This is an optimization exercise on Yosys and OpenROAD, whose aim is small area, a short achievable clock period and few clock cycles, not a production implementation. Only simulation tests tie the RTL to the original design; equivalence was not proved.

job 9773:
Design rs_bm_decoder, start of the top module:
module rs_bm_decoder (
    input  wire         clk,
    input  wire         rst,
    input  wire         start,
    input  wire [4:0]   t_in,
    input  wire [377:0] word_in,
    output wire         ready,
    output reg          done,
    output reg          ok,
    output reg  [4:0]   nerr,
    output wire [377:0] word_out
);
export LEC_CHECK = 0
export CAP_MARGIN = 25
export CORE_MARGIN = 2
export CORE_UTILIZATION = 35
export PLACE_DENSITY = 0.5
export SLEW_MARGIN = 25
create_clock -name core_clock -period 10.0 [get_ports {clk}]
standard.sh (not shown) runs the stock make flow with config.mk's settings and CLKGATE_MAP_FILE= SYNTH_SCRIPT=/design/flow/synth_recipe.tcl, a recipe that flattens the netlist after the stock synthesis.
==> flow/flow/run.sh <==
#!/bin/bash
set -euo pipefail
export SETUP_SLACK_MARGIN=6.2
export BUFFER_PORTS_ARGS="-buffer_cell sky130_fd_sc_hd__buf_2"
export MAX_REPAIR_ANTENNAS_ITER_DRT=10
bash standard.sh > standard.log 2>&1
Testbench counts of job 9773, summed over its fixed seeds: cycles 6,766.
The inputs of job 6356 differ from those of job 9773 as listed below.
# job 9773
export LEC_CHECK = 0
export CAP_MARGIN = 25
export CORE_MARGIN = 2
export CORE_UTILIZATION = 35
export PLACE_DENSITY = 0.5
export SLEW_MARGIN = 25
create_clock -name core_clock -period 10.0 [get_ports {clk}]
# job 6356
export LEC_CHECK = 0
export CAP_MARGIN = 30
export CORE_MARGIN = 2
export CORE_UTILIZATION = 35
export PLACE_DENSITY = 0.55
export SLEW_MARGIN = 30
create_clock -name core_clock -period 10.0 [get_ports {clk}]
-- flow/flow/run.sh --
<<< job 9773, line 3
export SETUP_SLACK_MARGIN=6.2
>>> job 6356, line 3
export SETUP_SLACK_MARGIN=6.3
## What came out
- When job 6356 is set beside job 9773, its clock-buffer cell count turns out to be 15 smaller.
- Post-route cell area: job 6356 vs job 9773 up 3.0%
- Detailed route wirelength on metal2 delta (job 9773 -> job 6356): insignificant
- In job 6356 the antenna diode instance count turned out 9 higher than in job 9773.
- For number of cells after detailed placement, job 9773 and job 6356 come out practically identical.
- Diff job 9773..job 6356 | clock tree buffer depth | unchanged
- Comparing job 9773 with job 6356, the final worst-path cycle share came out essentially unchanged.
- Amount of wire on met3 after detailed routing delta for job 6356 relative to job 9773: 7.8% higher
- Relative to job 9773, final worst setup slack has gone up in job 6356.
[inputs] job 8192 vs job 6356
# job 6356
export LEC_CHECK = 0
export CAP_MARGIN = 30
export CORE_MARGIN = 2
export CORE_UTILIZATION = 35
export PLACE_DENSITY = 0.55
export SLEW_MARGIN = 30
create_clock -name core_clock -period 10.0 [get_ports {clk}]
# job 8192
export LEC_CHECK = 0
export CAP_MARGIN = 30
export CORE_MARGIN = 2
export CORE_UTILIZATION = 35
export PLACE_DENSITY = 0.5
export SLEW_MARGIN = 30
create_clock -name core_clock -period 10.0 [get_ports {clk}]
-- flow/flow/run.sh --
<<< job 6356, line 3
export SETUP_SLACK_MARGIN=6.3
>>> job 8192, line 3
export SETUP_SLACK_MARGIN=6.2
Notes after the runs:
- The final layout from job 8192, which completed every stage, passed the timing, DRC and antenna checks at the end of the flow.
- For job 6356, the worst-path cell with the longest stage delay was xnor2_2, unlike job 8192, where it was xnor3_2.
- Compared with job 6356, job 8192 degrades headroom to the max-slew limit.
- Taking job 6356 as the reference, in job 8192 clock skew went down 0.056 ns; longest individual stage delay on the worst path up 0.13 ns; core occupancy in the finished layout now smaller; total number of cells along the worst setup path went down.
- Diff job 6356 -> job 8192: clock-buffer cell count went up 3; final standard cell area without fillers went down 7800 µm²; post-detailed-route via-to-cell ratio held.


## red
Starting RTL as in the previous note.
export LEC_CHECK = 0
export CAP_MARGIN = 30
export CORE_MARGIN = 2
export CORE_UTILIZATION = 35
export PLACE_DENSITY = 0.5
export SLEW_MARGIN = 30
create_clock -name core_clock -period 10.0 [get_ports {clk}]
==> flow/flow/run.sh <==
#!/bin/bash
set -euo pipefail
export SETUP_SLACK_MARGIN=6.5
export BUFFER_PORTS_ARGS="-buffer_cell sky130_fd_sc_hd__buf_2"
export MAX_REPAIR_ANTENNAS_ITER_DRT=10
bash standard.sh > standard.log 2>&1
Testbench counts of red, summed over its fixed seeds: cycles 6,766.
#### Input delta (blue over red)
==> flow/flow/run.sh <==
#!/bin/bash
set -euo pipefail
export SETUP_SLACK_MARGIN=6.2
export BUFFER_PORTS_ARGS="-buffer_cell sky130_fd_sc_hd__buf_2"
export MAX_REPAIR_ANTENNAS_ITER_DRT=10
bash standard.sh > standard.log 2>&1
diff --git a/flow/config.mk b/flow/config.mk
--- a/flow/config.mk
+++ b/flow/config.mk
@@ -6,7 +6,7 @@
 export NUM_CORES = 8
 export LEC_CHECK = 0
-export CAP_MARGIN = 30
+export CAP_MARGIN = 20
 export CORE_MARGIN = 2
 export CORE_UTILIZATION = 35
 export PLACE_DENSITY = 0.5
-export SLEW_MARGIN = 30
+export SLEW_MARGIN = 20
## What came out
blue ends up with a wire length per cell after detailed routing that is about 0.45% higher than in red.
blue vs. red: wire length now smaller; final worst-path setup slack now smaller.
Diff red -> blue | number of clock buffer instances in the layout | up by a few percent
Going from red to blue, routed via count divided by cell count shrinks by 0.90%.
Compared to red, blue has fmax 4.8 MHz lower.
Diff red..blue | compound-cell area share of the yosys netlist | unchanged
The number of logic inverters in the finished layout of blue falls short of that of red by 0.31%.

[separate check: timing with driven ports]
How much do the figures lean on ideal ports? The routed layouts below were timed once more, with nothing changed but the port constraints. Step 1 assumes that a clkbuf_16 drives the clock port and a buf_2 every other input. Step 2, shift: input delay + t, output delay - t, t = (earliest + latest rising clock arrival at the registers) / 2. This alone moves slack from input paths to output paths. a / b / c = no drivers / after step 1 / after step 2; a / b = the first two.
run	t, ns	setup slack, ns	clock arrival spread, ns	slew at the worst register clock pin (ns)	pins driven straight from the clock port
job 9773	1.137	6.009 / 5.936 / 4.931	0.156 / 0.157	0.07 / 0.07	1
job 6356	1.120	6.022 / 6.003 / 4.951	0.223 / 0.222	0.08 / 0.08	1
job 8192	1.117	6.019 / 6.019 / 4.952	0.164 / 0.164	0.08 / 0.08	1
red	1.147	5.945 / 5.945 / 4.960	0.145 / 0.145	0.08 / 0.08	1
blue	1.126	5.865 / 5.865 / 4.948	0.144 / 0.143	0.08 / 0.08	1
After both steps setup and hold are still met in every run listed. The setup slack of job 9773, which loses most, moves by -0.073 ns with the drivers and by -1.078 ns with both steps.
